Background: an optimization exercise with open tools, aiming at small area, a short achievable clock period and few clock cycles per item. Do not read the settings as production practice. No functional check of the RTL was part of any run shown here. Power and IR drop assume default switching activity.

==> flow/design.v <==
module ble_tx (
    input  wire       clk,
    input  wire       rst,
    input  wire       start_valid,
    output wire       start_ready,
    input  wire [5:0] start_channel,
    input  wire [1:0] start_phy,
    input  wire [4:0] start_plen,
    input  wire       in_valid,
    output wire       in_ready,
    input  wire [7:0] in_data,
    output reg        out_valid,
    input  wire       out_ready,
    output reg  [7:0] out_data,
    output reg        out_last
);
    localparam [23:0] CRC_POLY = 24'h00065B;
    localparam [23:0] CRC_INIT = 24'h555555;
    function [7:0] rev8(input [7:0] x);
        integer b;
        begin
            for (b = 0; b < 8; b = b + 1)
                rev8[b] = x[7-b];
        end
    endfunction
    function [23:0] crc8(input [23:0] c, input [7:0] d);
        integer b;
        reg [23:0] r;
        begin
            r = c;
            for (b = 7; b >= 0; b = b - 1)
                r = {r[22:0], 1'b0} ^ ((r[23] ^ d[b]) ? CRC_POLY : 24'd0);
            crc8 = r;
        end
    endfunction
    function [7:0] wbyte(input [6:0] l);
        integer b;
        reg [6:0] s;
        begin
            s = l;
            for (b = 7; b >= 0; b = b - 1) begin
                wbyte[b] = s[6];
                s = {s[5:0], s[6]} ^ (s[6] ? 7'h10 : 7'h00);
            end
        end
    endfunction
    function [6:0] lfsr8(input [6:0] l);
        integer b;
        reg [6:0] s;
        begin
            s = l;
            for (b = 0; b < 8; b = b + 1)
                s = {s[5:0], s[6]} ^ (s[6] ? 7'h10 : 7'h00);
            lfsr8 = s;
        end
    endfunction
    function [7:0] s8map(input a0, input a1);
        s8map = {a0, a0, ~a0, ~a0, a1, a1, ~a1, ~a1};
    endfunction
    reg       busy;         
    reg       pend;         
    reg [5:0] s_ch;
    reg [1:0] s_phy;
    reg [5:0] s_len;        
    assign start_ready = !busy;
    wire start_fire = start_valid && !busy;
    wire       ps_wrap = s_len[5];
    wire [4:0] ps      = ps_wrap ? s_len[4:0] : s_len[4:0] - 5'd1;
    reg [7:0] mem [0:30];
    reg       ld_act;       
    reg [4:0] wslot;
    reg       wrapped;
    reg       wr_en;        
    reg [7:0] wr_data;
    reg       a_rd;         
    assign in_ready = ld_act && (!wrapped || a_rd);
    wire in_fire = in_valid && in_ready;
    wire [4:0] wr_slot = (wslot == 5'd0) ? 5'd30 : wslot - 5'd1;
    always @(posedge clk) begin
        if (wr_en)
            mem[wr_slot] <= wr_data;
    end
    wire all_in = !ld_act && !wr_en;
    wire a_in   = wrapped || (wslot > 5'd6) || (wslot == 5'd6 && !wr_en);
    localparam [2:0] A_IDLE = 3'd0,
                     A_H0   = 3'd1,
                     A_H1   = 3'd2,
                     A_ADDR = 3'd3,
                     A_PAY  = 3'd4,
                     A_CRC  = 3'd5;
    reg [2:0] aph;
    reg [4:0] rslot;
    reg [1:0] ccnt;
    reg       rb_v;
    reg [7:0] rb;
    reg       rb_crc;
    reg       rb_h0;        
    reg       rb_h1;        
    reg       rb_last;
    reg       fb_v;
    reg [7:0] fb;
    reg       fb_last;
    reg [23:0] crc;
    reg [6:0]  lfsr;
    wire fb_take;           
    wire a_avail = (aph == A_H0) || (aph == A_H1) || (aph == A_CRC) ||
                   (aph == A_ADDR && a_in) || (aph == A_PAY && all_in);
    wire fb_load = rb_v && (!fb_v || fb_take);
    wire rb_load = a_avail && (!rb_v || fb_load);
    wire [7:0] pb   = rev8(rb);
    reg  [7:0] bsrc;
    always @(*) begin
        if (rb_crc)
            bsrc = crc[23:16];
        else if (rb_h0)
            bsrc = 8'h40;                             
        else if (rb_h1)
            bsrc = rev8({2'b00, s_len});       
        else
            bsrc = pb;
    end
    localparam [1:0] O_IDLE = 2'd0,
                     O_HDR  = 2'd1,    
                     O_FRM  = 2'd2,    
                     O_TERM = 2'd3;    
    localparam [46:0] HDR_A0_S2 = {10'h000, 37'h092e71f762};
    localparam [46:0] HDR_A1_S2 = {10'h3ff, 37'h0f99a8e07a};
    localparam [46:0] HDR_A0_S8 = {10'h000, 37'h092e71f77c};
    localparam [46:0] HDR_A1_S8 = {10'h3ff, 37'h0f99a8e06c};
    reg [1:0] oph;
    reg [5:0] ocnt;         
    reg [1:0] o_phy;
    reg [2:0] fec;          
    reg [2:0] bc;           
    reg       sk_v;
    reg [7:0] sk_d;
    reg       sk_l;
    wire adv   = !sk_v;
    wire coded = o_phy[1];
    wire s8    = o_phy[0];
    wire e_b  = (oph == O_FRM) && fb[7];
    wire e_a1 = e_b ^ fec[1] ^ fec[2];
    wire e_a0 = e_a1 ^ fec[0];
    reg [7:0] s2_byte;
    reg [2:0] s2_fec;
    always @(*) begin : s2calc
        integer k;
        reg b, x1, x0;
        s2_fec = fec;
        s2_byte = 8'd0;
        for (k = 0; k < 4; k = k + 1) begin
            b  = (oph == O_FRM) && fb[7-k];
            x1 = b ^ s2_fec[1] ^ s2_fec[2];
            x0 = x1 ^ s2_fec[0];
            s2_byte[7-2*k] = x0;
            s2_byte[6-2*k] = x1;
            s2_fec = {s2_fec[1:0], b};
        end
    end
    reg [7:0] uhdr;
    always @(*) begin
        case (ocnt[2:0])
            3'd3:    uhdr = 8'h6B;
            3'd2:    uhdr = 8'h7D;
            3'd1:    uhdr = 8'h91;
            3'd0:    uhdr = 8'h71;
            default: uhdr = 8'h55;
        endcase
    end
    wire h_a0 = s8 ? HDR_A0_S8[ocnt] : HDR_A0_S2[ocnt];
    wire h_a1 = s8 ? HDR_A1_S8[ocnt] : HDR_A1_S2[ocnt];
    reg       nv;
    reg [7:0] nb;
    reg       nl;
    reg       fb_done;      
    always @(*) begin
        nv = 1'b0;
        nb = 8'h00;
        nl = 1'b0;
        fb_done = 1'b0;
        case (oph)
            O_HDR: begin
                nv = 1'b1;
                nb = coded ? s8map(h_a0, h_a1) : uhdr;
            end
            O_FRM: begin
                nv = fb_v;
                if (!coded) begin
                    nb = fb;
                    fb_done = 1'b1;
                    nl = fb_last;
                end else if (s8) begin
                    nb = s8map(e_a0, e_a1);
                    fb_done = (bc == 3'd7);
                end else begin
                    nb = s2_byte;
                    fb_done = (bc == 3'd4);
                end
            end
            O_TERM: begin
                nv = 1'b1;
                nb = s8 ? s8map(e_a0, e_a1) : s2_byte;
                nl = (ocnt == 6'd0);
            end
            default: ;
        endcase
    end
    wire emit = adv && nv;
    assign fb_take = emit && (oph == O_FRM) && fb_done;
    wire pkt_end = emit && nl;
    wire pstart = pend && ((oph == O_IDLE) || pkt_end);
    always @(posedge clk) begin
        if (rst) begin
            busy      <= 1'b0;
            pend      <= 1'b0;
            ld_act    <= 1'b0;
            aph       <= A_IDLE;
            rb_v      <= 1'b0;
            fb_v      <= 1'b0;
            oph       <= O_IDLE;
            wr_en     <= 1'b0;
            sk_v      <= 1'b0;
            out_valid <= 1'b0;
        end else begin
            if (start_fire) begin
                busy   <= 1'b1;
                pend   <= 1'b1;
                ld_act <= 1'b1;
            end
            if (in_fire && wslot == ps && wrapped == ps_wrap)
                ld_act <= 1'b0;
            wr_en <= in_fire;
            if (rb_load) begin
                rb_v <= 1'b1;
                case (aph)
                    A_H0: aph <= A_H1;
                    A_H1: aph <= A_ADDR;
                    A_ADDR: if (rslot == 5'd0) begin
                        if (s_len == 6'd6) begin
                            aph  <= A_CRC;
                            busy <= 1'b0;
                        end else begin
                            aph  <= A_PAY;
                        end
                    end
                    A_PAY: if (rslot == 5'd6) begin
                        aph  <= A_CRC;
                        busy <= 1'b0;
                    end
                    A_CRC: if (ccnt == 2'd2) aph <= A_IDLE;
                    default: ;
                endcase
            end else if (fb_load) begin
                rb_v <= 1'b0;
            end
            if (fb_load)
                fb_v <= 1'b1;
            else if (fb_take)
                fb_v <= 1'b0;
            if (emit) begin
                case (oph)
                    O_HDR: if (ocnt == 6'd0) oph <= O_FRM;
                    O_FRM: if (fb_done && fb_last) oph <= coded ? O_TERM : O_IDLE;
                    O_TERM: if (ocnt == 6'd0) oph <= O_IDLE;
                    default: ;
                endcase
            end
            if (pstart) begin
                pend <= 1'b0;
                oph  <= O_HDR;
                aph  <= A_H0;
            end
            if (!out_valid || out_ready) begin
                if (sk_v) begin
                    out_valid <= 1'b1;
                    sk_v      <= 1'b0;
                end else begin
                    out_valid <= emit;
                end
            end else if (emit) begin
                sk_v <= 1'b1;
            end
        end
    end
    always @(posedge clk) begin
        if (start_fire) begin
            s_ch    <= start_channel;
            s_phy   <= start_phy;
            s_len   <= {1'b0, start_plen} + 6'd6;
            wslot   <= 5'd0;
            wrapped <= 1'b0;
            a_rd    <= 1'b0;
        end
        if (in_fire) begin
            wslot <= (wslot == 5'd30) ? 5'd0 : wslot + 5'd1;
            if (wslot == 5'd30)
                wrapped <= 1'b1;
        end
        wr_data <= in_data;
        if (rb_load) begin
            rb_crc  <= (aph == A_CRC);
            rb_last <= (aph == A_CRC) && (ccnt == 2'd2);
            rb_h0   <= (aph == A_H0);
            rb_h1   <= (aph == A_H1);
            rb      <= mem[rslot];
            case (aph)
                A_H1: rslot <= 5'd5;
                A_ADDR: begin
                    rslot <= (rslot == 5'd0) ? ps : rslot - 5'd1;
                    if (rslot == 5'd0) begin
                        a_rd <= 1'b1;
                        ccnt <= 2'd0;
                    end
                end
                A_PAY: begin
                    rslot <= (rslot == 5'd0) ? 5'd30 : rslot - 5'd1;
                    ccnt  <= 2'd0;
                end
                A_CRC: ccnt <= ccnt + 2'd1;
                default: ;
            endcase
        end
        if (fb_load) begin
            fb      <= bsrc ^ wbyte(lfsr);
            fb_last <= rb_last;
            crc     <= rb_crc ? {crc[15:0], 8'h00} : crc8(crc, bsrc);
            lfsr    <= lfsr8(lfsr);
        end else if (emit && oph == O_FRM) begin
            fb <= s8 ? {fb[6:0], 1'b0} : {fb[3:0], 4'h0};
        end
        if (emit) begin
            if (oph == O_FRM || oph == O_TERM)
                fec <= s8 ? {fec[1:0], e_b} : s2_fec;
            if (oph == O_FRM)
                bc <= fb_done ? 3'd0 : bc + (s8 ? 3'd1 : 3'd4);
            ocnt <= ocnt - 6'd1;
            if (oph == O_FRM)
                ocnt <= s8 ? 6'd2 : 6'd0;
        end
        if (pstart) begin
            o_phy <= s_phy;
            ocnt  <= s_phy[1] ? 6'd46 : (s_phy[0] ? 6'd5 : 6'd4);
            fec   <= 3'd0;
            bc    <= 3'd0;
            crc   <= CRC_INIT;
            lfsr  <= {s_ch[0], s_ch[1], s_ch[2], s_ch[3], s_ch[4], s_ch[5], 1'b1};
        end
        if (!out_valid || out_ready) begin
            out_data <= sk_v ? sk_d : nb;
            out_last <= sk_v ? sk_l : nl;
        end
        if (!sk_v) begin
            sk_d <= nb;
            sk_l <= nl;
        end
    end
endmodule
==> flow/run.sh <==
#!/bin/bash
# synth_recipe.tcl (not shown) runs the flow's synth.tcl, then flattens the netlist and writes it again
# the make line also repeats each setting of config.mk as NAME=value (left out here)
make -C /OpenROAD-flow-scripts/flow DESIGN_CONFIG=/design/flow/config.mk WORK_HOME=/design/flow/orfs CLKGATE_MAP_FILE= SYNTH_SCRIPT=/design/flow/synth_recipe.tcl finish
==> flow/config.mk <==
export PLATFORM = sky130hd
export DESIGN_NAME = ble_tx
export DESIGN_NICKNAME = ble_tx
export VERILOG_FILES = /design/flow/design.v
export SDC_FILE = /design/flow/constraint.sdc
export NUM_CORES = 4
export LEC_CHECK = 0
export CAP_MARGIN = 20
export CORE_MARGIN = 2
export CORE_UTILIZATION = 60
export CTS_BUF_LIST = sky130_fd_sc_hd__clkbuf_16
export CTS_CLUSTER_DIAMETER = 100
export CTS_CLUSTER_SIZE = 30
export PLACE_DENSITY = 0.75
export SETUP_SLACK_MARGIN = 2.5
export SLEW_MARGIN = 20
==> flow/constraint.sdc <==
create_clock -name core_clock -period 5.0 [get_ports {clk}]
set_input_delay 1.0000 -clock core_clock [delete_from_list [all_inputs] [get_ports {clk}]]
set_output_delay 1.0000 -clock core_clock [all_outputs]
set_load 0.01 [all_outputs]
==> impl_metrics.toml, run 1 <==
[clock_tree]
insertion_delay_ns = 0.54
clk_path_buf_depth = 3
numCtsBuffers = 16
cts_tree = "built"
path_clk_slew_ns = 0.11
cts_sinks = 381
htreeDepth = 1
cts_root_buf = "clkbuf_16"
cts_hold_buffers = 0

[critical_path]
crit_top_cell = "nand2_1"
cp-start-kind = "register"
critPathBufInv = 1
path_class = "reg2reg"
path_depth = 6
r2r_cells = 6
end_kind = "register"
critPathMaxStageDelay_ns = 0.64
r2r_setup_slack_ns = 2.51
worstPathMaxFanout = 9
r2r_end = "mem[16][6]$_DFFE_PP_"
cp_cell_sequence = "inv_1 -> ha_2 -> nand2_1 -> o2bb2ai_1 -> nand2_1 -> nor2_1"
cp.arrival_ns = 2.66
rr_startpoint = "wslot[0]$_SDFFCE_PP0P_"
cp-endpoint = "mem[16][6]$_DFFE_PP_"
worst_ep_required_time_ns = 5.17
crit_start = "wslot[0]$_SDFFCE_PP0P_"
crit_family = "simple AND/OR/NAND/NOR gates"
slowest_stage = "nor2_1"

[layout]
finalNonFillerCells = 1566
diodes = 0
drive_gt1_share_pct = 18.4
fillCellCount = 1926
fin_nets = 1224
finish.utilization_pct = 66.8
area_growth_pct = 10.4

[floorplanning]
row_count = 61
start_util_pct = 60.5
dieArea_um2 = 29200
die_h_um = 171
chipWidth_um = 171
io_pins = 38
fp.coreArea_um2 = 27600

[synth]
synth-edff-count = 318
netlist_area_um2 = 16700
synth_flop_cell = "edfxtp_1"
async_reset_ff_share_pct = 0
ys_seq_elements = 381
yosys_warnings = 1
synthCells = 1150
syn_avg_cell_area_um2 = 14.5
syn-num-nets = 1196
yosysSeqAreaShare_pct = 64.6
yosys.cell_types.count = 70

[sta]
clock_skew_ns = 0.0283
finalHoldViolCount = 0
worst_slack_ns = 2.51
fin_crit_sh_pct = 49.9
rsz0062_at_grt = "true"
period_needed_ns = 2.50
tightest_slew_ns = 1.11
slew_violations = 0
setup_viol = 0
fmax_ghz = 0.401
maxSlewHeadroom_pct = 26.2
setup-tns-final_ns = 0

[drt]
postRouteAntennaNets = 0
drc_errors = 0
vias = 9480
drt_iter0_drc = 869
detail_route.wl_per_cell_um = 21.6
drt-total-wl_um = 33900
routed_via_density = 6.05
dr.pass1.iters = 5

[hold_path]
hp-class = "reg2reg"

[grt]
grt_pass1_vias = 9146
overflow = 0
grt_use_total_pct = 23.5
antenna_found_initial = 0
grt_pass1_wl_um = 51900
grt_max_degree = 76

[placement]
dp.cells = 1506
gp_congestion = 0.850
place_hpwl_um = 21400
numPortBuffers = 37
dpl_worst_slack_ns = 1.63

[run_status]
status = "no timing/DRC/antenna violations"

[power]
p_leak_nw = 6.02
ir_worst_vdd_v = 0.000454
pwr_density_cell_nw_per_um2 = 335

[job]
cap_violations = 0
==> logic make-up after synthesis <==
logic type	synth area share, %
flops	64.6
xor+xnor	4.67
buf+inv	2.40
simple gates	8.25
fa+ha+maj	1.50
compound gates	6.26
mux	12.3
==> area by class of cell <==
type / instances / area (µm²) / share of cell area, %
Sequential cell: 381 / 10800 / 58.6
Multi-Input combinational cell: 676 / 5760 / 31.2
Timing Repair Buffer: 76 / 803 / 4.35
Tap cell: 378 / 473 / 2.56
Clock buffer: 16 / 400 / 2.17
Inverter: 27 / 124 / 0.671
Clock inverter: 12 / 87.6 / 0.474
==> what timing repair did <==
action,in CTS,in global routing
gates resized for setup,51,30
cloned,0,1
endpoints found under the setup margin,350,288
setup buffers,18,12
pin swaps,7,3
==> report_power, final <==
part	internal [W]	total (W)	switching [W]
Sequential	0.00359	0.00375	0.000160
Clock	0.000653	0.00158	0.000929
Combinational	0.000396	0.000842	0.000446
Total	0.00464	0.00618	0.00154
==> state kept, by name (all words and copies together) (netlist names), 6 cells and up <==
signal / flops
crc: 24
fb: 8
lfsr: 7
mem: 248
ocnt: 6
out_data: 8
rb: 8
s_ch: 6
s_len: 6
sk_d: 8
wr_data: 8
==> worst register-to-register path: cells and delay by family, from the launching register on <==
family	cells	cell delay, ns
fa+ha+maj	1	0.29
compound gates	1	0.25
buf+inv	1	0.15
flops	1	0.51
simple gates	3	0.94
==> routing by layer <==
metal	GRT usage, %	wire, µm	up-vias
li1	-	-	4383
met1	32.7	14200	4754
met2	40.5	17200	307
met3	2.59	1870	36
met4	5.56	619	0
met5	0	0	-
==> synthesized netlist by cell type (8+ instances only) <==
master	count	area share, %
a211oi_1	8	0.36
a21oi_1	45	1.3
buf_2	11	0.33
clkbuf_1	42	0.94
dfxtp_1	63	7.5
edfxtp_1	318	57
ha_1	20	1.5
inv_1	24	0.54
mux2_2	11	0.74
mux2i_1	25	1.5
mux4_2	72	9.7
nand2_1	84	1.9
nand2b_1	12	0.45
nand3_1	21	0.63
nor2_1	98	2.2
nor2b_1	12	0.45
nor3_1	22	0.66
o21ai_0	40	1.2
o21ai_1	16	0.48
xnor2_1	52	2.7
xor2_1	29	1.5
==> how the worst min path moves through the flow <==
stage / from / endpoint / slack, ns / cells past startpoint
after floorplan: rb_last$_DFFE_PP_ / fb_last$_DFFE_PP_ / 0.40 / 0
after global placement: rb_last$_DFFE_PP_ / fb_last$_DFFE_PP_ / 0.40 / 0
after detailed placement: rb_last$_DFFE_PP_ / fb_last$_DFFE_PP_ / 0.41 / 0
after CTS: rb_last$_DFFE_PP_ / fb_last$_DFFE_PP_ / 0.44 / 0
after global routing: rb_last$_DFFE_PP_ / fb_last$_DFFE_PP_ / 0.45 / 0
final: rb_last$_DFFE_PP_ / fb_last$_DFFE_PP_ / 0.44 / 0
==> placed cells by master, fill, tap and decap left out, types with 8 or more instances in the layout <==
cell type,instances
nor2_1,67
edfxtp_1,318
nor2b_1,9
nor2_2,13
nand2_1,82
nand2b_1,11
ha_1,18
inv_1,31
buf_4,27
xor2_1,29
mux2i_1,25
dfxtp_2,8
mux4_2,72
o21ai_0,38
buf_12,8
o21ai_1,17
dfxtp_1,55
a21oi_1,45
clkbuf_16,17
nor2_4,18
nand3_1,20
clkdlybuf4s50_1,35
mux2_2,11
xnor2_1,52
nor3_1,21
==> metrics by stage <==
| stage | cell area, µm² | hold WS, ns | total power (W) |
|---|---|---|---|
| final | 18500 | 0.436 | 0.00618 |
| after floorplan | 16800 | 0.400 | 0.00440 |
| after global routing | 18500 | 0.447 | 0.00642 |
| after detailed placement | 17400 | 0.407 | 0.00462 |
| after CTS | 18200 | 0.436 | 0.00619 |
| after global placement | 17400 | 0.404 | 0.00460 |
==> run 2, diff against run 1 <==
--- a/flow/design.v
+++ b/flow/design.v
@@ -90,6 +90,5 @@
                      A_CRC  = 3'd5;
     reg [2:0] aph;
-    reg [4:0] rslot;
-    reg [1:0] ccnt;
+    reg [4:0] rslot;        
     reg       rb_v;
     reg [7:0] rb;
@@ -132,5 +131,4 @@
     reg [1:0] o_phy;
     reg [2:0] fec;          
-    reg [2:0] bc;           
     reg       sk_v;
     reg [7:0] sk_d;
@@ -192,8 +190,8 @@
                 end else if (s8) begin
                     nb = s8map(e_a0, e_a1);
-                    fb_done = (bc == 3'd7);
+                    fb_done = (ocnt[2:0] == 3'd0);
                 end else begin
                     nb = s2_byte;
-                    fb_done = (bc == 3'd4);
+                    fb_done = !ocnt[2];
                 end
             end
@@ -248,5 +246,5 @@
                         busy <= 1'b0;
                     end
-                    A_CRC: if (ccnt == 2'd2) aph <= A_IDLE;
+                    A_CRC: if (rslot == 5'd0) aph <= A_IDLE;
                     default: ;
                 endcase
@@ -300,5 +298,5 @@
         if (rb_load) begin
             rb_crc  <= (aph == A_CRC);
-            rb_last <= (aph == A_CRC) && (ccnt == 2'd2);
+            rb_last <= (aph == A_CRC) && (rslot == 5'd0);
             rb_h0   <= (aph == A_H0);
             rb_h1   <= (aph == A_H1);
@@ -307,15 +305,12 @@
                 A_H1: rslot <= 5'd5;
                 A_ADDR: begin
-                    rslot <= (rslot == 5'd0) ? ps : rslot - 5'd1;
-                    if (rslot == 5'd0) begin
+                    rslot <= (rslot != 5'd0) ? rslot - 5'd1 : (s_len == 6'd6) ? 5'd2 : ps;
+                    if (rslot == 5'd0)
                         a_rd <= 1'b1;
-                        ccnt <= 2'd0;
-                    end
                 end
                 A_PAY: begin
-                    rslot <= (rslot == 5'd0) ? 5'd30 : rslot - 5'd1;
-                    ccnt  <= 2'd0;
+                    rslot <= (rslot == 5'd6) ? 5'd2 : (rslot == 5'd0) ? 5'd30 : rslot - 5'd1;
                 end
-                A_CRC: ccnt <= ccnt + 2'd1;
+                A_CRC: rslot <= rslot - 5'd1;
                 default: ;
             endcase
@@ -332,8 +327,6 @@
             if (oph == O_FRM || oph == O_TERM)
                 fec <= s8 ? {fec[1:0], e_b} : s2_fec;
-            if (oph == O_FRM)
-                bc <= fb_done ? 3'd0 : bc + (s8 ? 3'd1 : 3'd4);
-            ocnt <= ocnt - 6'd1;
-            if (oph == O_FRM)
+            ocnt <= ocnt - ((oph == O_FRM && !s8) ? 6'd4 : 6'd1);
+            if (oph == O_FRM && fb_done && fb_last)
                 ocnt <= s8 ? 6'd2 : 6'd0;
         end
@@ -342,5 +335,4 @@
             ocnt  <= s_phy[1] ? 6'd46 : (s_phy[0] ? 6'd5 : 6'd4);
             fec   <= 3'd0;
-            bc    <= 3'd0;
             crc   <= CRC_INIT;
             lfsr  <= {s_ch[0], s_ch[1], s_ch[2], s_ch[3], s_ch[4], s_ch[5], 1'b1};
==> flow/flow/run.sh (new file) <==
#!/bin/bash
# The standard layout, with real buffers (not delay cells) on the ports.
set -euo pipefail
export BUFFER_PORTS_ARGS="-buffer_cell sky130_fd_sc_hd__buf_4"
bash standard.sh finish > layout.log 2>&1
==> flow/standard.sh (new file) <==
#!/bin/bash
# synth_recipe.tcl (not shown) runs the flow's synth.tcl, then flattens the netlist and writes it again
# the make line also repeats each setting of config.mk as NAME=value (left out here)
make -C /OpenROAD-flow-scripts/flow DESIGN_CONFIG=/design/flow/config.mk WORK_HOME=/design/flow/orfs CLKGATE_MAP_FILE= SYNTH_SCRIPT=/design/flow/synth_recipe.tcl "${@:-finish}"
--- a/flow/config.mk
+++ b/flow/config.mk
@@ -8,9 +8,9 @@
 export CAP_MARGIN = 20
 export CORE_MARGIN = 2
-export CORE_UTILIZATION = 60
+export CORE_UTILIZATION = 40
 export CTS_BUF_LIST = sky130_fd_sc_hd__clkbuf_16
 export CTS_CLUSTER_DIAMETER = 100
 export CTS_CLUSTER_SIZE = 30
-export PLACE_DENSITY = 0.75
+export PLACE_DENSITY = 0.6
 export SETUP_SLACK_MARGIN = 2.5
 export SLEW_MARGIN = 20
removed: flow/run.sh
==> impl_metrics.toml, run 2 <==
[run_status]
status = "no timing/DRC/antenna violations"

[floorplanning]
row_count = 74
dieArea_um2 = 43300
die_h_um = 208
fp.coreArea_um2 = 40900
chipWidth_um = 208
io_pins = 38
start_util_pct = 40.7

[drt]
detail_route.wl_per_cell_um = 20.9
drc_errors = 0
routed_via_density = 5.43
drt-total-wl_um = 36600
dr.pass1.iters = 5
postRouteAntennaNets = 0
vias = 9505
drt_iter0_drc = 759

[layout]
area_growth_pct = 14.4
fin_nets = 1249
seq_area_um2 = 10700
layout_commonest_cell = "edfxtp_1"
largest_reg_flops = 248
drive_gt1_share_pct = 24.9
mostFrequentLayoutCells = "edfxtp_1 (316), buf_4 (82), nand2_1 (79)"
multiInputGateArea_um2 = 6010
reg.largest.list = "mem x248, crc x24"
diodes = 0
fillCellCount = 3536
top_register = "mem"

[placement]
dpl_worst_slack_ns = 1.71
gp_congestion = 0.827
place_hpwl_um = 22900
numPortBuffers = 37

[sta]
worst_slack_ns = 2.51
rsz0062_at_grt = "true"
setup_viol = 0
fmax_ghz = 0.402
clock_skew_ns = 0.0203
tightest_slew_ns = 0.950
maxSlewHeadroom_pct = 36.0
finalHoldViolCount = 0
setup-tns-final_ns = 0
period_needed_ns = 2.49
fin_crit_sh_pct = 49.7
slew_violations = 0

[synth]
syn_avg_cell_area_um2 = 14.6
yosys.cell_types.count = 73
syn-num-nets = 1186
synthCells = 1143
synth_fa_ha_area_share_pct = 1.28
synth_top_family_by_area = "multiplexers"
synth_top_area_share_pct = 57.0
synth_common_cells = "edfxtp_1 (316), nor2_1 (102), nand2_1 (82)"
yosys_warnings = 1
ys_seq_elements = 376
yosysSeqAreaShare_pct = 64.2
synth_area_leaders = "edfxtp_1 (57%), mux4_2 (9.7%), dfxtp_1 (7.2%)"
synthXorXnorAreaFrac_pct = 4.87
yosysMostFrequentCell = "edfxtp_1"
synth-edff-count = 316
synth-compound-area-share_pct = 6.34
yosysTopAreaCell = "edfxtp_1"
synth_flop_cell = "edfxtp_1"
muxShareOfSynthArea_pct = 12.3
async_reset_ff_share_pct = 0
netlist_area_um2 = 16700
synth-simple-area-share_pct = 8.76

[clock_tree]
clk_path_buf_depth = 3
htreeDepth = 1
cts_sinks = 376
cts_tree = "built"
cts_hold_buffers = 0
insertion_delay_ns = 0.54
numCtsBuffers = 17
cts_root_buf = "clkbuf_16"
path_clk_slew_ns = 0.12

[hold_path]
hp-class = "reg2reg"

[grt]
grt_pass1_wl_um = 55100
grt_pass1_vias = 9136
grt_use_total_pct = 16.3
antenna_found_initial = 0
grt_max_degree = 54
overflow = 0

[critical_path]
worstPathMaxFanout = 8
cp-start-kind = "register"
worst_ep_required_time_ns = 5.18
cp_cell_sequence = "nor2_1 -> xnor2_1 -> o31ai_1 -> nand2_1 -> nor2_2"
critPathMaxStageDelay_ns = 0.54
end_kind = "register"
slowest_stage = "edfxtp_1"
path_class = "reg2reg"
cp.arrival_ns = 2.66

[job]
cap_violations = 0

[power]
p_leak_nw = 6.35
ir_worst_vdd_v = 0.000258
pwr_density_cell_nw_per_um2 = 351
## run 2: cell type report
| class | instances | share of cell area, % |
|---|---|---|
| sequential | 376 | 56.2 |
| inverter | 29 | 0.604 |
| multi-input combinational | 676 | 31.6 |
| clock inverter | 13 | 0.486 |
| tap | 532 | 3.49 |
| clock buffer | 17 | 2.23 |
| timing repair buffer | 106 | 5.44 |
## run 2: worst paths after layout
path                                to  slack, ns                   start  cells past startpoint
setup / recovery  mem[24][6]$_DFFE_PP_       2.51  wslot[0]$_SDFFCE_PP0P_                      5
hold / removal       fb_last$_DFFE_PP_       0.44       rb_last$_DFFE_PP_                      0
setup reg to reg  mem[24][6]$_DFFE_PP_       2.51  wslot[0]$_SDFFCE_PP0P_                      5
hold reg to reg      fb_last$_DFFE_PP_       0.44       rb_last$_DFFE_PP_                      0
## run 2: power breakdown
part	internal (W)	switching (W)	leakage, nW
Clock	0.000656	0.000992	0.280
Combinational	0.000632	0.000644	2.68
Sequential	0.00358	0.000175	3.39
## run 2: repair_timing
| action | 4_1_cts | 5_1_grt |
|---|---|---|
| setup buffers | 26 | 31 |
| cloned | 0 | 2 |
| setup endpoints to repair | 326 | 292 |
| pin swaps | 5 | 13 |
| resized for setup | 64 | 54 |
## run 2: metal layers
metal	global-route usage (%)	wire length (µm)	vias up
met5	0	0	-
li1	-	-	4445
met1	23.6	16900	4841
met4	3.28	709	0
met3	1.93	1320	39
met2	26.7	17600	180
## run 2: stage by stage
stage | area [µm²] | instances | util [%] | hold WS (ns) | total power [W]
final | 19100 | 1749 | 46.6 | 0.441 | 0.00668
after global routing | 19100 | 1749 | 46.6 | 0.456 | 0.00698
after CTS | 18400 | 1716 | 45.0 | 0.448 | 0.00666
after detailed placement | 17500 | 1660 | 42.7 | 0.417 | 0.00497
after global placement | 17500 | 1660 | 42.7 | 0.410 | 0.00497
after floorplan | 16700 | 1143 | - | 0.400 | 0.00469
## run 2: critical path: cells and delay by family, from the launching register on
| kind | cells | cell delay, ns |
|---|---|---|
| AOI/OAI and AO/OA | 1 | 0.29 |
| DFF | 1 | 0.54 |
| and+or+nand+nor | 3 | 1.14 |
| xor gates and xnor gates | 1 | 0.14 |
## run 2: cell families after synthesis
family                     after synthesis
adders and majority gates               17
muxes                                  113
AOI/OAI and AO/OA                      164
buffers and inverters                   91
xor gates and xnor gates                80
DFF                                    376
and+or+nand+nor                        302
==> run 3, diff against run 2 <==
==> flow/run.sh (new file) <==
#!/bin/bash
# synth_recipe.tcl (not shown) runs the flow's synth.tcl, then flattens the netlist and writes it again
# the make line also repeats each setting of config.mk as NAME=value (left out here)
make -C /OpenROAD-flow-scripts/flow DESIGN_CONFIG=/design/flow/config.mk WORK_HOME=/design/flow/orfs CLKGATE_MAP_FILE= SYNTH_SCRIPT=/design/flow/synth_recipe.tcl finish
removed: flow/flow/run.sh
removed: flow/standard.sh
==> impl_metrics.toml, run 3 <==
[critical_path]
cp-endpoint = "crc[9]$_SDFFE_PP0P_"
end_kind = "register"
slowest_stage = "or4_1"
rr_startpoint = "ocnt[0]$_DFFE_PP_"
critPathMaxStageDelay_ns = 0.55
r2r_end = "crc[9]$_SDFFE_PP0P_"
path_class = "reg2reg"
cp.arrival_ns = 2.91
worstPathMaxFanout = 41
r2r_setup_slack_ns = 2.58
cp-start-kind = "register"
crit_top_cell = "nand2b_1"
cp_cell_sequence = "inv_2 -> ha_4 -> nand2b_1 -> a21oi_2 -> o31a_1 -> nand2b_1 -> buf_8 -> or4_1 -> nand3_1"
crit_start = "ocnt[0]$_DFFE_PP_"
worst_ep_required_time_ns = 5.48
r2r_cells = 9

[drt]
routed_via_density = 5.48
drc_errors = 0
vias = 9520
dr.pass1.iters = 5
postRouteAntennaNets = 0
drt-total-wl_um = 36600
drt_iter0_drc = 774
detail_route.wl_per_cell_um = 21.1

[grt]
overflow = 0
grt_pass1_vias = 9433
grt_use_total_pct = 16.5
grt_max_degree = 42
antenna_found_initial = 0
grt_pass1_wl_um = 56100

[synth]
synth-compound-area-share_pct = 6.34
synth-edff-count = 316
synth_top_family_by_area = "multiplexers"
yosys_warnings = 1
syn_avg_cell_area_um2 = 14.6
synth_common_cells = "edfxtp_1 (316), nor2_1 (102), nand2_1 (82)"
muxShareOfSynthArea_pct = 12.3
synth_area_leaders = "edfxtp_1 (57%), mux4_2 (9.7%), dfxtp_1 (7.2%)"
synth_flop_cell = "edfxtp_1"
synth_fa_ha_area_share_pct = 1.28
yosys.cell_types.count = 73
netlist_area_um2 = 16700
async_reset_ff_share_pct = 0
synth-simple-area-share_pct = 8.76
yosysMostFrequentCell = "edfxtp_1"
yosysSeqAreaShare_pct = 64.2
ys_seq_elements = 376
syn-num-nets = 1186
synth_top_area_share_pct = 57.0
synthCells = 1143
yosysTopAreaCell = "edfxtp_1"
synthXorXnorAreaFrac_pct = 4.87

[layout]
area_growth_pct = 14.5
largest_reg_flops = 248
diodes = 0
mostFrequentLayoutCells = "edfxtp_1 (316), nand2_1 (79), mux4_2 (72)"
seq_area_um2 = 10700
drive_gt1_share_pct = 21.5
fin_nets = 1238
multiInputGateArea_um2 = 6010
top_register = "mem"
layout_commonest_cell = "edfxtp_1"
finish.utilization_pct = 46.6
reg.largest.list = "mem x248, crc x24"
fillCellCount = 3588

[clock_tree]
insertion_delay_ns = 0.55
cts_tree = "built"
cts_sinks = 376
path_clk_slew_ns = 0.12
cts_root_buf = "clkbuf_16"
numCtsBuffers = 17
clk_path_buf_depth = 3
htreeDepth = 1

[job]
cap_violations = 0

[floorplanning]
die_h_um = 208
fp.coreArea_um2 = 40900
start_util_pct = 40.7
io_pins = 38
row_count = 74
chipWidth_um = 208
dieArea_um2 = 43300

[sta]
rsz0062_at_grt = "true"
fin_crit_sh_pct = 48.5
finalHoldViolCount = 0
fmax_ghz = 0.413
maxSlewHeadroom_pct = 39.7
period_needed_ns = 2.42
slew_violations = 0
setup-tns-final_ns = 0
tightest_slew_ns = 0.902
setup_viol = 0
clock_skew_ns = 0.0265

[power]
ir_worst_vdd_v = 0.000252
p_leak_nw = 6.24
pwr_density_cell_nw_per_um2 = 353

[placement]
place_hpwl_um = 23000
numPortBuffers = 37
gp_congestion = 0.805

[hold_path]
hp-class = "reg2reg"

[run_status]
status = "no timing/DRC/antenna violations"
==> run 3: cell count changes in the layout (fill, tap and decap cells not counted), sizes merged <==
cell / delta
inv: -2
clkdlybuf4s50: +35
clkbuf: +1
bufbuf: +1
dlygate4sd2: +1
bufinv: +1
clkinvlp: +1
buf: -49
==> run 3: layout make-up <==
class,count,area share (%)
multi-input cells,676,31.5
inverters,29,0.590
clock buffers,17,2.23
clock inverters,13,0.577
well taps,532,3.49
flip-flops and latches,376,56.1
repair buffers,95,5.50
==> run 3: worst max-delay path: cells and delay by family, from the launching register on <==
kind            cells  cell delay (ns)
buf+inv             2             0.33
compound gates      2             0.44
flops               1             0.43
simple gates        4             0.98
fa+ha+maj           1             0.17
==> run 3: metal layers <==
layer | vias to the layer above | track usage [%] | share of wire, %
met5 | - | 0 | 0
met4 | 0 | 3.47 | 1.9
met3 | 35 | 2.16 | 3.9
met2 | 186 | 27.1 | 49
met1 | 4864 | 23.7 | 45
li1 | 4435 | - | -
==> run 3: what timing repair did <==
item | 4_1_cts | 5_1_grt
gates resized for setup | 68 | 53
buffers inserted | 23 | 21
pin swaps | 3 | 8
endpoints found under the setup margin | 301 | 271
hold buffers | 0 | 0
gates cloned | 1 | 2
==> run 3: kinds of logic after synthesis <==
family / after synthesis
XOR/XNOR: 80
AO/OA/AOI/OAI: 164
buffers and inverters: 91
adder cells (fa/ha/maj): 17
AND/OR/NAND/NOR: 302
multiplexers: 113
flip-flops: 376
==> run 3: report_power, final <==
group | switching (W) | internal [W]
sequential | 0.000172 | 0.00358
combinational | 0.000661 | 0.000635
clock | 0.000992 | 0.000701
total | 0.00182 | 0.00492
==> run 3: worst min path at each step <==
stage / startpoint / end / slack [ns] / depth (start not counted)
6_report: rb_last$_DFFE_PP_ / fb_last$_DFFE_PP_ / 0.44 / 0
5_1_grt: rb_last$_DFFE_PP_ / fb_last$_DFFE_PP_ / 0.46 / 0
4_1_cts: rb_last$_DFFE_PP_ / fb_last$_DFFE_PP_ / 0.45 / 0
3_5_place_dp: rb_last$_DFFE_PP_ / fb_last$_DFFE_PP_ / 0.42 / 0
3_3_place_gp: rb_last$_DFFE_PP_ / fb_last$_DFFE_PP_ / 0.41 / 0
2_1_floorplan: rb_last$_DFFE_PP_ / fb_last$_DFFE_PP_ / 0.40 / 0
==> run 3: metrics by stage <==
stage	power (W)	hold WS, ns	area, µm²	setup WS [ns]	instances
3_5_place_dp	0.00500	0.417	17600	1.79	1661
3_3_place_gp	0.00499	0.415	17600	1.93	1661
5_1_grt	0.00702	0.464	19100	2.45	1738
2_1_floorplan	0.00469	0.400	16700	2.41	1143
6_report	0.00674	0.443	19100	2.58	1738
4_1_cts	0.00672	0.445	18600	2.37	1715
==> run 4, diff against run 3 <==
--- a/flow/design.v
+++ b/flow/design.v
@@ -67,5 +67,5 @@
     wire       ps_wrap = s_len[5];
     wire [4:0] ps      = ps_wrap ? s_len[4:0] : s_len[4:0] - 5'd1;
-    reg [7:0] mem [0:30];
+    reg [247:0] mem;        
     reg       ld_act;       
     reg [4:0] wslot;
@@ -74,11 +74,18 @@
     reg [7:0] wr_data;
     reg       a_rd;         
-    assign in_ready = ld_act && (!wrapped || a_rd);
-    wire in_fire = in_valid && in_ready;
-    wire [4:0] wr_slot = (wslot == 5'd0) ? 5'd30 : wslot - 5'd1;
-    always @(posedge clk) begin
-        if (wr_en)
-            mem[wr_slot] <= wr_data;
+    reg       in_rdy;       
+    assign in_ready = in_rdy;
+    wire in_fire = in_valid && in_rdy;
+    reg [7:0] wp_hi;
+    reg [3:0] wp_lo;
+    always @(posedge clk) begin : wr
+        integer i;
+        wp_hi <= 8'd1 << wslot[4:2];
+        wp_lo <= in_fire ? 4'd1 << wslot[1:0] : 4'd0;
+        for (i = 0; i < 31; i = i + 1)
+            if (wp_hi[i/4] && wp_lo[i%4])
+                mem[8*i +: 8] <= wr_data;
     end
+    wire in_last = (wslot == ps) && (wrapped == ps_wrap);
     wire all_in = !ld_act && !wr_en;
     wire a_in   = wrapped || (wslot > 5'd6) || (wslot == 5'd6 && !wr_en);
@@ -90,5 +97,6 @@
                      A_CRC  = 3'd5;
     reg [2:0] aph;
-    reg [4:0] rslot;        
+    reg [4:0] rslot;
+    reg [3:0] rs_lo;        
     reg       rb_v;
     reg [7:0] rb;
@@ -108,4 +116,29 @@
     wire rb_load = a_avail && (!rb_v || fb_load);
     wire [7:0] pb   = rev8(rb);
+    reg [7:0] rd;
+    always @(*) begin : rdmux
+        integer g, j;
+        reg [7:0] grp [0:7];
+        for (g = 0; g < 8; g = g + 1) begin
+            grp[g] = 8'd0;
+            for (j = 0; j < 4; j = j + 1)
+                if (4*g + j < 31)
+                    grp[g] = grp[g] | (rs_lo[j] ? mem[8*(4*g+j) +: 8] : 8'd0);
+        end
+        rd = grp[rslot[4:2]];
+    end
+    reg [4:0] rslot_n;
+    always @(*) begin
+        rslot_n = rslot;
+        if (rb_load) begin
+            case (aph)
+                A_H1:   rslot_n = 5'd5;
+                A_ADDR: rslot_n = (rslot != 5'd0) ? rslot - 5'd1 : (s_len == 6'd6) ? 5'd2 : ps;
+                A_PAY:  rslot_n = (rslot == 5'd6) ? 5'd2 : (rslot == 5'd0) ? 5'd30 : rslot - 5'd1;
+                A_CRC:  rslot_n = rslot - 5'd1;
+                default: ;
+            endcase
+        end
+    end
     reg  [7:0] bsrc;
     always @(*) begin
@@ -213,4 +246,5 @@
             pend      <= 1'b0;
             ld_act    <= 1'b0;
+            in_rdy    <= 1'b0;
             aph       <= A_IDLE;
             rb_v      <= 1'b0;
@@ -226,6 +260,9 @@
                 ld_act <= 1'b1;
             end
-            if (in_fire && wslot == ps && wrapped == ps_wrap)
+            if (in_fire && in_last)
                 ld_act <= 1'b0;
+            in_rdy <= (start_fire || (ld_act && !(in_fire && in_last))) &&
+                      (start_fire || !(wrapped || (in_fire && wslot == 5'd30)) ||
+                       a_rd || (rb_load && aph == A_ADDR && rslot == 5'd0));
             wr_en <= in_fire;
             if (rb_load) begin
@@ -301,19 +338,10 @@
             rb_h0   <= (aph == A_H0);
             rb_h1   <= (aph == A_H1);
-            rb      <= mem[rslot];
-            case (aph)
-                A_H1: rslot <= 5'd5;
-                A_ADDR: begin
-                    rslot <= (rslot != 5'd0) ? rslot - 5'd1 : (s_len == 6'd6) ? 5'd2 : ps;
-                    if (rslot == 5'd0)
-                        a_rd <= 1'b1;
-                end
-                A_PAY: begin
-                    rslot <= (rslot == 5'd6) ? 5'd2 : (rslot == 5'd0) ? 5'd30 : rslot - 5'd1;
-                end
-                A_CRC: rslot <= rslot - 5'd1;
-                default: ;
-            endcase
+            rb      <= rd;
+            if (aph == A_ADDR && rslot == 5'd0)
+                a_rd <= 1'b1;
         end
+        rslot <= rslot_n;
+        rs_lo <= 4'd1 << rslot_n[1:0];
         if (fb_load) begin
             fb      <= bsrc ^ wbyte(lfsr);
--- a/flow/config.mk
+++ b/flow/config.mk
@@ -11,5 +11,5 @@
 export CTS_BUF_LIST = sky130_fd_sc_hd__clkbuf_16
 export CTS_CLUSTER_DIAMETER = 100
-export CTS_CLUSTER_SIZE = 30
+export CTS_CLUSTER_SIZE = 24
 export PLACE_DENSITY = 0.6
 export SETUP_SLACK_MARGIN = 2.5
==> impl_metrics.toml, run 4 <==
[floorplanning]
start_util_pct = 40.7
io_pins = 38
dieArea_um2 = 43400
chipWidth_um = 208
die_h_um = 208
fp.coreArea_um2 = 41000
row_count = 74

[grt]
grt_use_total_pct = 18.4
grt_max_degree = 54
antenna_found_initial = 0
overflow = 0
grt_pass1_wl_um = 62300
grt_pass1_vias = 10600

[sta]
clock_skew_ns = 0.0164
holdWs_ns = 0.437
tightest_slew_ns = 1.11
finalHoldViolCount = 0
setup_viol = 0
fin_crit_sh_pct = 49.4
fmax_ghz = 0.405
maxSlewHeadroom_pct = 26.2
rsz0062_at_grt = "true"
setup-tns-final_ns = 0
period_needed_ns = 2.47
slew_violations = 0

[synth]
yosysTopAreaCell = "edfxtp_1"
yosysSeqAreaShare_pct = 65.9
yosys.cell_types.count = 74
syn-num-nets = 1323
netlist_area_um2 = 16700
syn_avg_cell_area_um2 = 13.0
synthCells = 1283
synth_area_leaders = "edfxtp_1 (56%), dfxtp_1 (9.5%), nand2_1 (2.3%)"
yosysMostFrequentCell = "edfxtp_1"
yosys_warnings = 2
synth-edff-count = 314
async_reset_ff_share_pct = 0
synth_flop_cell = "edfxtp_1"
synth_top_area_share_pct = 56.5
ys_seq_elements = 393
synth_common_cells = "edfxtp_1 (314), nand2_1 (101), dfxtp_1 (79)"

[layout]
multiInputGateArea_um2 = 5490
seq_area_um2 = 11000
fin_nets = 1391
mostFrequentLayoutCells = "edfxtp_1 (314), nand2_1 (101), buf_4 (72)"
layout_commonest_cell = "edfxtp_1"
top_register = "mem"
fillCellCount = 3671
drive_gt1_share_pct = 13.1
finish.utilization_pct = 46.4
design_area_um2 = 19100
finalNonFillerCells = 1897
largest_reg_flops = 248
reg.largest.list = "mem x248, crc x24"
diodes = 0
area_growth_pct = 14.1

[critical_path]
end_kind = "register"
path_class = "reg2reg"
cp.arrival_ns = 2.92
cp-start-kind = "register"
worst_ep_required_time_ns = 5.45
worstPathMaxFanout = 7

[drt]
routed_via_density = 5.73
drt-total-wl_um = 40900
dr.pass1.iters = 5
vias = 10900
postRouteAntennaNets = 0
drc_errors = 0
drt_iter0_drc = 899
detail_route.wl_per_cell_um = 21.6

[placement]
dpl_cell_area_um2 = 17500
dp.cells = 1784
numPortBuffers = 37
gp_congestion = 0.881
place_hpwl_um = 24200

[clock_tree]
path_clk_slew_ns = 0.10
cts_hold_buffers = 0
numCtsBuffers = 20
cts_tree = "built"
cts_root_buf = "clkbuf_16"
cts_sinks = 393
htreeDepth = 1
insertion_delay_ns = 0.56
clk_path_buf_depth = 3

[job]
cap_violations = 0

[power]
p_leak_nw = 6.44
pwr_density_cell_nw_per_um2 = 475
ir_worst_vdd_v = 0.000356

[hold_path]
hp-class = "reg2reg"

[run_status]
status = "no timing/DRC/antenna violations"
-- run 4: cell types whose count changed in the layout (fill, tap and decap cells not counted), sizes merged, moves of 17 or more --
cell	previous run	this run
o22ai	2	21
mux4	72	0
dfxtp	60	79
nand2	82	101
a22oi	1	38
a221oi	1	30
buf	54	84
a222oi	0	17
a22o	0	35
nor2	103	63
and2	3	36
-- run 4: where the power goes --
part           leakage, nW  internal (W)  switching (W)
combinational         2.56       0.00144        0.00159
clock                0.338      0.000776        0.00105
sequential            3.54       0.00386       0.000340
-- run 4: cell type report --
cell class | count | area share [%]
tap | 532 | 3.49
timing repair inverter | 3 | 0.118
timing repair buffer | 122 | 5.84
clock buffer | 21 | 2.76
inverter | 29 | 0.644
multi-input combinational | 782 | 28.8
sequential | 393 | 57.9
clock inverter | 15 | 0.394
-- run 4: per-layer routing --
metal / vias up / wire length (µm) / track usage [%] / share of wire, %
met1: 5435 / 17600 / 25.1 / 43
met2: 301 / 19900 / 30.4 / 49
met4: 0 / 1160 / 5.36 / 2.8
met5: - / 0 / 0 / 0
li1: 5052 / - / - / -
met3: 73 / 2240 / 2.78 / 5.5
-- run 4: timing repair --
action	4_1_cts	5_1_grt
endpoints found under the setup margin	99	56
gates resized for setup	36	37
setup buffers	40	33
pin swaps	2	10
gates cloned	4	0
-- run 4: path summary, 6_finish.rpt --
path	from	endpoint	slack, ns	cells past startpoint
setup reg to reg	rb_h1$_DFFE_PN_	crc[10]$_SDFFE_PP1P_	2.53	8
setup / recovery	rb_h1$_DFFE_PN_	crc[10]$_SDFFE_PP1P_	2.53	8
hold / removal	rb_last$_DFFE_PN_	fb_last$_DFFE_PP_	0.44	0
hold reg to reg	rb_last$_DFFE_PN_	fb_last$_DFFE_PP_	0.44	0
-- run 4: cells by family (layout without fill, tap and decap cells) --
logic type	count (synthesis)	count (layout)	share of synthesized area [%]
and+or+nand+nor	335	335	9.98
AOI/OAI and AO/OA	334	334	14.5
xor gates and xnor gates	78	78	4.72
DFF	393	393	65.9
buffers and inverters	108	190	2.49
adders and majority gates	14	14	1.05
muxes	21	21	1.31
-- run 4: critical path: stages (launching register included) --
cell,delay [ns]
edfxtp_1,0.53
buf_4,0.21
buf_4,0.14
nor3b_2,0.23
xnor2_1,0.12
nor2_2,0.22
xor2_2,0.27
xnor3_1,0.36
a211o_1,0.29
-- run 4: per-stage QoR --
step / setup slack (ns) / total power, W
5_1_grt: 2.41 / 0.00949
3_3_place_gp: 1.78 / 0.00667
3_5_place_dp: 1.68 / 0.00670
6_report: 2.53 / 0.00905
4_1_cts: 2.51 / 0.00877
2_1_floorplan: 2.53 / 0.00604
==> run 5, diff against run 4 <==
==> flow/flow/run.sh (new file) <==
#!/bin/bash
# The standard layout, with real buffers (not delay cells) on the ports.
set -euo pipefail
export BUFFER_PORTS_ARGS="-buffer_cell sky130_fd_sc_hd__buf_4"
bash standard.sh finish > layout.log 2>&1
==> flow/standard.sh (new file) <==
#!/bin/bash
# synth_recipe.tcl (not shown) runs the flow's synth.tcl, then flattens the netlist and writes it again
# the make line also repeats each setting of config.mk as NAME=value (left out here)
make -C /OpenROAD-flow-scripts/flow DESIGN_CONFIG=/design/flow/config.mk WORK_HOME=/design/flow/orfs CLKGATE_MAP_FILE= SYNTH_SCRIPT=/design/flow/synth_recipe.tcl "${@:-finish}"
removed: flow/run.sh
==> impl_metrics.toml, run 5 <==
[grt]
antenna_found_initial = 0
grt_pass1_vias = 10500
overflow = 0
grt_max_degree = 38
grt_pass1_wl_um = 61500
grt_use_total_pct = 18.1

[sta]
setup-tns-final_ns = 0
period_needed_ns = 2.45
clock_skew_ns = 0.0287
fin_crit_sh_pct = 48.9
rsz0062_at_grt = "true"
finalHoldViolCount = 0
tightest_slew_ns = 1.06
fmax_ghz = 0.409
slew_violations = 0
worst_slack_ns = 2.55
setup_viol = 0
maxSlewHeadroom_pct = 28.9

[synth]
yosysTopAreaCell = "edfxtp_1"
synth-edff-count = 314
ys_seq_elements = 393
netlist_area_um2 = 16700
synth_top_area_share_pct = 56.5
yosys.cell_types.count = 74
synthCells = 1283
yosys_warnings = 2
syn-num-nets = 1323
syn_avg_cell_area_um2 = 13.0
synth_area_leaders = "edfxtp_1 (56%), dfxtp_1 (9.5%), nand2_1 (2.3%)"
yosysSeqAreaShare_pct = 65.9
yosysMostFrequentCell = "edfxtp_1"
synth_flop_cell = "edfxtp_1"
synth_common_cells = "edfxtp_1 (314), nand2_1 (101), dfxtp_1 (79)"
async_reset_ff_share_pct = 0

[floorplanning]
dieArea_um2 = 43400
row_count = 74
io_pins = 38
chipWidth_um = 208
fp.coreArea_um2 = 41000
die_h_um = 208
start_util_pct = 40.7

[power]
pwr_density_cell_nw_per_um2 = 466
p_leak_nw = 6.36
ir_worst_vdd_v = 0.000301
p_total_w = 0.00873

[critical_path]
worst_ep_required_time_ns = 5.27
path_class = "reg2reg"
worstPathMaxFanout = 29
cp.arrival_ns = 2.72
end_kind = "register"
cp-start-kind = "register"

[clock_tree]
insertion_delay_ns = 0.57
clk_path_buf_depth = 3
cts_root_buf = "clkbuf_16"
cts_sinks = 393
path_clk_slew_ns = 0.10
htreeDepth = 1
cts_tree = "built"
numCtsBuffers = 20

[run_status]
status = "no timing/DRC/antenna violations"

[drt]
routed_via_density = 5.70
drt-total-wl_um = 40400
vias = 10700
postRouteAntennaNets = 0
detail_route.wl_per_cell_um = 21.6
drc_errors = 0
drt_iter0_drc = 949
dr.pass1.iters = 5

[layout]
fin_nets = 1365
area_growth_pct = 12.2
top_register = "mem"
layout_commonest_cell = "edfxtp_1"
drive_gt1_share_pct = 13.9
diodes = 0
largest_reg_flops = 248
reg.largest.list = "mem x248, crc x24"
mostFrequentLayoutCells = "edfxtp_1 (314), nand2_1 (101), buf_4 (86)"

[placement]
dpl_worst_slack_ns = 1.90
gp_congestion = 0.860
place_hpwl_um = 24300
numPortBuffers = 37

[hold_path]
hp-class = "reg2reg"

[job]
cap_violations = 0
==> run 5: cells by family (layout without fill, tap and decap cells) <==
| family | Yosys count | count (layout) | synth area share [%] |
|---|---|---|---|
| flops | 393 | 393 | 65.9 |
| buf+inv | 108 | 163 | 2.49 |
| xor+xnor | 78 | 78 | 4.72 |
| simple gates | 335 | 335 | 9.98 |
| fa+ha+maj | 14 | 14 | 1.05 |
| compound gates | 334 | 334 | 14.5 |
| mux | 21 | 21 | 1.31 |
==> run 5: final timing paths <==
check | slack, ns | end | cells past startpoint | from
worst max-delay path | 2.55 | rb[5]$_DFFE_PN_ | 7 | rs_lo[1]$_SDFF_PP0_
worst min-delay path | 0.44 | fb_last$_DFFE_PP_ | 0 | rb_last$_DFFE_PN_
worst max register to register | 2.55 | rb[5]$_DFFE_PN_ | 7 | rs_lo[1]$_SDFF_PP0_
worst min register to register | 0.44 | fb_last$_DFFE_PP_ | 0 | rb_last$_DFFE_PN_
==> run 5: area by class of cell <==
type	instances	area, µm²
Fill cell	3702	22300
Timing Repair Buffer	99	875
Clock buffer	20	500
Sequential cell	393	11000
Multi-Input combinational cell	782	5440
Clock inverter	15	92.6
Inverter	29	120
Tap cell	532	666
==> run 5: through the flow <==
| step | std cells | hold slack (ns) | util [%] | instance area [µm²] |
|---|---|---|---|---|
| floorplan | 1283 | 0.400 | - | 16700 |
| global placement | 1785 | 0.408 | 42.5 | 17400 |
| detailed placement | 1785 | 0.422 | 42.5 | 17400 |
| CTS | 1849 | 0.447 | 44.9 | 18400 |
| global route | 1870 | 0.450 | 45.7 | 18700 |
| finish | 1870 | 0.444 | 45.7 | 18700 |
==> run 5: critical path: stages (launching register included) <==
cell      delay, ns
dfxtp_4        0.46
buf_6          0.23
a22o_1         0.24
a221oi_2       0.23
o22ai_1        0.19
a221o_1        0.44
a21oi_1        0.24
a31oi_1        0.07
==> run 5: timing repair <==
item                                    4_1_cts  5_1_grt
resized for setup                            29       30
buffers inserted                             29       19
endpoints found under the setup margin       97       61
hold buffers                                  0        0
cloned                                        0        2
pin swaps                                     1        2
==> run 5: layer usage <==
metal  vias to the layer above  routed length (µm)  GRT usage (%)
met4                         0                 900           4.12
met2                       269               20000           31.0
li1                       4995                   -              -
met5                         -                   0              0
met1                      5342               17500           24.6
met3                        52                1960           2.10
==> run 5: power breakdown <==
part	internal, W	leakage [nW]	switching, W	total (W)
Combinational	0.00126	2.50	0.00149	0.00275
Clock	0.000749	0.325	0.00104	0.00179
Sequential	0.00386	3.54	0.000326	0.00418
Total	0.00587	6.36	0.00286	0.00873
==> run 6, diff against run 5 <==
--- a/flow/config.mk
+++ b/flow/config.mk
@@ -13,4 +13,4 @@
 export CTS_CLUSTER_SIZE = 24
 export PLACE_DENSITY = 0.6
-export SETUP_SLACK_MARGIN = 2.5
+export SETUP_SLACK_MARGIN = 2.9
 export SLEW_MARGIN = 20
==> impl_metrics.toml, run 6 <==
[synth]
synth-simple-area-share_pct = 9.98
netlist_area_um2 = 16700
synth_flop_cell = "edfxtp_1"
yosysTopAreaCell = "edfxtp_1"
muxShareOfSynthArea_pct = 1.31
synthXorXnorAreaFrac_pct = 4.72
yosys_warnings = 2
yosys.cell_types.count = 74
synth-edff-count = 314
synth_common_cells = "edfxtp_1 (314), nand2_1 (101), dfxtp_1 (79)"
synthCells = 1283
yosysSeqAreaShare_pct = 65.9
syn_avg_cell_area_um2 = 13.0
synth_fa_ha_area_share_pct = 1.05
syn-num-nets = 1323
yosysMostFrequentCell = "edfxtp_1"
synth_top_area_share_pct = 56.5
synth-compound-area-share_pct = 14.5
synth_area_leaders = "edfxtp_1 (56%), dfxtp_1 (9.5%), nand2_1 (2.3%)"
synth_top_family_by_area = "compound AO/OA/AOI/OAI gates"
ys_seq_elements = 393
async_reset_ff_share_pct = 0

[layout]
reg.largest.list = "mem x248, crc x24"
area_growth_pct = 24.7
largest_reg_flops = 248
top_register = "mem"
diodes = 0
layout_commonest_cell = "edfxtp_1"
drive_gt1_share_pct = 29.2
fin_nets = 1468
mostFrequentLayoutCells = "edfxtp_1 (314), buf_4 (122), nand2_1 (83)"

[clock_tree]
cts_hold_buffers = 0
clk_path_buf_depth = 3
path_clk_slew_ns = 0.10
cts_root_buf = "clkbuf_16"
htreeDepth = 1
cts_tree = "built"
numCtsBuffers = 20
insertion_delay_ns = 0.56
cts_sinks = 393

[sta]
slew_violations = 0
period_needed_ns = 2.38
finalHoldViolCount = 0
rsz0062_at_grt = "true"
tightest_slew_ns = 0.725
fmax_ghz = 0.420
setup_viol = 0
maxSlewHeadroom_pct = 51.6
setup-tns-final_ns = 0
clock_skew_ns = 0.0218
fin_crit_sh_pct = 47.7
worst_slack_ns = 2.62

[run_status]
status = "no timing/DRC/antenna violations"

[hold_path]
hp-class = "reg2reg"
min-delay-start = "rb_last$_DFFE_PN_"

[grt]
grt_pass1_wl_um = 64200
grt_max_degree = 37
grt_use_total_pct = 19.0
overflow = 0
antenna_found_initial = 0
grt_pass1_vias = 10800

[critical_path]
rr_startpoint = "ocnt[0]$_DFFE_PP_"
cp.arrival_ns = 2.77
cp_cell_sequence = "buf_6 -> ha_4 -> mux2_4 -> o2111a_2 -> a211oi_4 -> buf_4 -> nor3_2 -> o32a_1 -> o21ai_2"
worst_ep_required_time_ns = 5.39
critPathMaxStageDelay_ns = 0.48
critPathBufInv = 2
cp-start-kind = "register"
worstPathMaxFanout = 4
crit_family = "compound AO/OA/AOI/OAI gates"
slowest_stage = "edfxtp_1"
end_kind = "register"
crit_start = "ocnt[0]$_DFFE_PP_"
path_class = "reg2reg"

[power]
pwr_density_cell_nw_per_um2 = 488
p_leak_nw = 7.25
p_total_w = 0.0102
ir_worst_vdd_v = 0.000261

[placement]
dpl_worst_slack_ns = 1.78
place_hpwl_um = 24200
numPortBuffers = 37
gp_congestion = 0.845

[drt]
drc_errors = 0
routed_via_density = 5.75
drt-total-wl_um = 44300
dr.pass1.iters = 5
drt_iter0_drc = 990
postRouteAntennaNets = 0
vias = 11400
detail_route.wl_per_cell_um = 22.4

[floorplanning]
io_pins = 38
chipWidth_um = 208
die_h_um = 208
fp.coreArea_um2 = 41000
row_count = 74
dieArea_um2 = 43400
start_util_pct = 40.7

[job]
cap_violations = 0
run 6: cell counts after synthesis:
Identical to the previous run, type by type.
run 6: cell families after synthesis:
group | after synthesis
flip-flops | 393
AND/OR/NAND/NOR | 335
AO/OA/AOI/OAI | 334
buffers and inverters | 108
XOR/XNOR | 78
multiplexers | 21
adder cells (fa/ha/maj) | 14
run 6: repair_timing:
item                                    CTS  global route
cloned                                    9             5
pin swaps                                62            71
setup buffers                            94            43
gates resized for setup                 169           150
endpoints found under the setup margin  122           115
run 6: layer usage:
layer / vias up / part of all wire (%) / wire length (µm) / GRT usage (%)
met5: - / 0 / 0 / 0
met4: 0 / 2.3 / 1030 / 4.61
met3: 61 / 5.7 / 2540 / 2.88
met2: 364 / 50 / 22000 / 32.8
met1: 5716 / 42 / 18700 / 25.3
li1: 5212 / - / - / -
run 6: cell type report:
class,count,area (µm²)
inverters,29,144
fillers,3449,20200
flip-flops and latches,393,11000
clock buffers,20,500
clock inverters,16,85.1
multi-input cells,782,6320
well taps,532,666
repair inverters,6,48.8
repair buffers,196,2020
run 6: through the flow:
stage / std cells / cell area (µm²) / util [%] / hold WS [ns]
after floorplan: 1283 / 16900 / - / 0.400
after global placement: 1785 / 17500 / 42.8 / 0.413
after detailed placement: 1786 / 17500 / 42.8 / 0.430
after CTS: 1925 / 19800 / 48.2 / 0.454
after global routing: 1974 / 20800 / 50.8 / 0.478
final: 1974 / 20800 / 50.8 / 0.451
run 6: report_power, final:
part | internal (W) | total (W) | leakage, nW | switching, W
logic | 0.00211 | 0.00421 | 3.38 | 0.00210
clock network | 0.000746 | 0.00179 | 0.327 | 0.00104
registers | 0.00386 | 0.00416 | 3.54 | 0.000302
total | 0.00671 | 0.0102 | 7.25 | 0.00344
run 6: final timing paths:
check	slack, ns	cells past startpoint	end
worst max-delay path	2.62	9	out_data[0]$_DFFE_PP_
worst min-delay path	0.45	0	fb_last$_DFFE_PP_
worst max register to register	2.62	9	out_data[0]$_DFFE_PP_
worst min register to register	0.45	0	fb_last$_DFFE_PP_
==> run 7, diff against run 6 <==
--- a/flow/config.mk
+++ b/flow/config.mk
@@ -13,4 +13,4 @@
 export CTS_CLUSTER_SIZE = 24
 export PLACE_DENSITY = 0.6
-export SETUP_SLACK_MARGIN = 2.9
+export SETUP_SLACK_MARGIN = 2.7
 export SLEW_MARGIN = 20
==> impl_metrics.toml, run 7 <==
[critical_path]
end_kind = "register"
cp.arrival_ns = 2.84
worst_ep_required_time_ns = 5.50
r2r_cells = 8
worstPathMaxFanout = 5
cp-start-kind = "register"
path_class = "reg2reg"

[layout]
reg.largest.list = "mem x248, crc x24"
top_register = "mem"
drive_gt1_share_pct = 19.0
mostFrequentLayoutCells = "edfxtp_1 (314), buf_4 (119), nand2_1 (101)"
diodes = 0
largest_reg_flops = 248
area_growth_pct = 15.9
fillCellCount = 3644
finish.utilization_pct = 47.2
layout_commonest_cell = "edfxtp_1"
fin_nets = 1407
finalNonFillerCells = 1913

[grt]
grt_pass1_wl_um = 64400
grt_use_total_pct = 19.0
grt_pass1_vias = 10700
antenna_found_initial = 0
overflow = 0
grt_max_degree = 41

[synth]
synth-edff-count = 314
synth_area_leaders = "edfxtp_1 (56%), dfxtp_1 (9.5%), nand2_1 (2.3%)"
syn-num-nets = 1323
yosys_warnings = 2
synth_top_area_share_pct = 56.5
yosys.cell_types.count = 74
yosysSeqAreaShare_pct = 65.9
yosysTopAreaCell = "edfxtp_1"
async_reset_ff_share_pct = 0
ys_seq_elements = 393
synth_common_cells = "edfxtp_1 (314), nand2_1 (101), dfxtp_1 (79)"
syn_avg_cell_area_um2 = 13.0
yosysMostFrequentCell = "edfxtp_1"
synthCells = 1283
synth_flop_cell = "edfxtp_1"
netlist_area_um2 = 16700

[floorplanning]
chipWidth_um = 208
fp.coreArea_um2 = 41000
dieArea_um2 = 43400
io_pins = 38
start_util_pct = 40.7
row_count = 74
die_h_um = 208

[clock_tree]
cts_tree = "built"
cts_hold_buffers = 0
clk_path_buf_depth = 3
path_clk_slew_ns = 0.11
htreeDepth = 1
cts_sinks = 393
numCtsBuffers = 20
insertion_delay_ns = 0.57
cts_root_buf = "clkbuf_16"

[run_status]
status = "no timing/DRC/antenna violations"

[power]
ir_worst_vdd_v = 0.000380
p_total_w = 0.00924
p_leak_nw = 6.63
pwr_density_cell_nw_per_um2 = 477

[drt]
drc_errors = 0
dr.pass1.iters = 5
drt-total-wl_um = 42100
routed_via_density = 5.73
detail_route.wl_per_cell_um = 22.0
postRouteAntennaNets = 0
drt_iter0_drc = 984
vias = 11000

[sta]
slew_violations = 0
rsz0062_at_grt = "true"
fin_crit_sh_pct = 46.8
tightest_slew_ns = 0.760
clock_skew_ns = 0.0183
maxSlewHeadroom_pct = 49.0
setup-tns-final_ns = 0
period_needed_ns = 2.34
setup_viol = 0
fmax_ghz = 0.427
finalHoldViolCount = 0

[placement]
gp_congestion = 0.838
dp.cells = 1783
place_hpwl_um = 24100
numPortBuffers = 37

[hold_path]
hp-class = "reg2reg"
holdPathStages = 0

[job]
cap_violations = 0
## run 7: cell types whose count changed in the layout (fill, tap and decap cells not counted), sizes merged
cell	before	now
clkinv	5	3
clkinvlp	6	5
clkbuf	26	20
buf	189	136
inv	40	41
## run 7: metal layers
metal / routed length [µm] / track usage, % / up-vias
met1: 18400 / 26.1 / 5521
met4: 1060 / 5.63 / 0
li1: - / - / 5077
met5: 0 / 0 / -
met2: 20400 / 31.2 / 312
met3: 2360 / 2.88 / 57
## run 7: critical path, cell delays in order, from the launching register on
cell and delay, ns:
edfxtp_1 0.47, buf_4 0.17, mux2i_1 0.15, or3_4 0.36, a21oi_4 0.16, buf_6 0.14, xnor3_1 0.34, or4_1 0.41
nand3_1 0.09
## run 7: worst paths after layout
path | start | end | slack, ns
max reg2reg | rb_h1$_DFFE_PN_ | crc[11]$_SDFFE_PP0P_ | 2.66
min | rb_last$_DFFE_PN_ | fb_last$_DFFE_PP_ | 0.44
min reg2reg | rb_last$_DFFE_PN_ | fb_last$_DFFE_PP_ | 0.44
max | rb_h1$_DFFE_PN_ | crc[11]$_SDFFE_PP0P_ | 2.66
## run 7: final cells by class
class	instances	area, µm²	area share, %
clock buffers	20	500	2.59
clock inverters	16	95.1	0.491
inverters	29	135	0.698
multi-input cells	782	5710	29.5
flip-flops and latches	393	11000	57.0
well taps	532	666	3.44
repair buffers	137	1190	6.13
repair inverters	4	31.3	0.162
## run 7: metrics by stage
stage	hold slack [ns]	worst slack [ns]	cell area, µm²
global placement	0.407	1.85	17400
detailed placement	0.407	1.81	17400
finish	0.438	2.66	19400
floorplan	0.400	2.72	16700
CTS	0.433	2.68	19000
global route	0.437	2.56	19400
## run 7: power by group
group / leakage, nW / switching (W) / internal (W) / total, W
clock: 0.328 / 0.00104 / 0.000750 / 0.00179
sequential: 3.54 / 0.000279 / 0.00386 / 0.00414
combinational: 2.76 / 0.00176 / 0.00155 / 0.00331
## run 7: repair_timing
action	in CTS	in global routing
setup endpoints to repair	112	69
cloned	4	1
setup buffers	72	17
pin swaps	15	9
gates resized for setup	71	48
## run 7: logic make-up after synthesis
family          Yosys count  share of synthesized area, %
flops                   393                          65.9
simple gates            335                          9.98
compound gates          334                          14.5
buf+inv                 108                          2.49
xor+xnor                 78                          4.72
mux                      21                          1.31
fa+ha+maj                14                          1.05

[re-timing with driven ports]
How much do the figures lean on ideal ports? The routed layouts below were timed once more, with nothing changed but the port constraints. Step 1 (the two cells are an assumption about what drives the block):
set clk [get_ports {clk}]
set_driving_cell -lib_cell sky130_fd_sc_hd__clkbuf_16 $clk
set_driving_cell -lib_cell sky130_fd_sc_hd__buf_2 [delete_from_list [all_inputs] $clk]
Step 2, shift: input delay + t, output delay - t, t = (earliest + latest rising clock arrival at the registers) / 2. This alone moves slack from input paths to output paths. a / b / c = ideal ports / drivers / drivers and shift; a / b = the first two.
run | shift t [ns] | setup slack, ns | hold slack, ns | worst setup path after step 2 | worst register clock-pin slew, ns
run 1 | 0.579 | 2.505 / 2.505 / 2.305 | 0.436 / 0.436 / 0.436 | input to register | 0.12 / 0.12
run 2 | 0.582 | 2.514 / 2.514 / 2.514 | 0.441 / 0.441 / 0.441 | register to register | 0.12 / 0.12
run 3 | 0.589 | 2.576 / 2.534 / 2.200 | 0.443 / 0.443 / 0.443 | input to register | 0.12 / 0.12
run 4 | 0.605 | 2.530 / 2.514 / 2.294 | 0.437 / 0.437 / 0.437 | input to register | 0.10 / 0.10
run 5 | 0.611 | 2.554 / 2.554 / 2.554 | 0.444 / 0.444 / 0.444 | register to register | 0.10 / 0.10
run 6 | 0.603 | 2.616 / 2.616 / 2.616 | 0.451 / 0.451 / 0.451 | register to register | 0.10 / 0.10
run 7 | 0.609 | 2.659 / 2.659 / 2.659 | 0.438 / 0.438 / 0.438 | register to register | 0.11 / 0.11
After both steps every run listed still meets setup and hold. The setup slack of run 3, which loses most, moves by -0.042 ns with the drivers and by -0.376 ns with both steps.
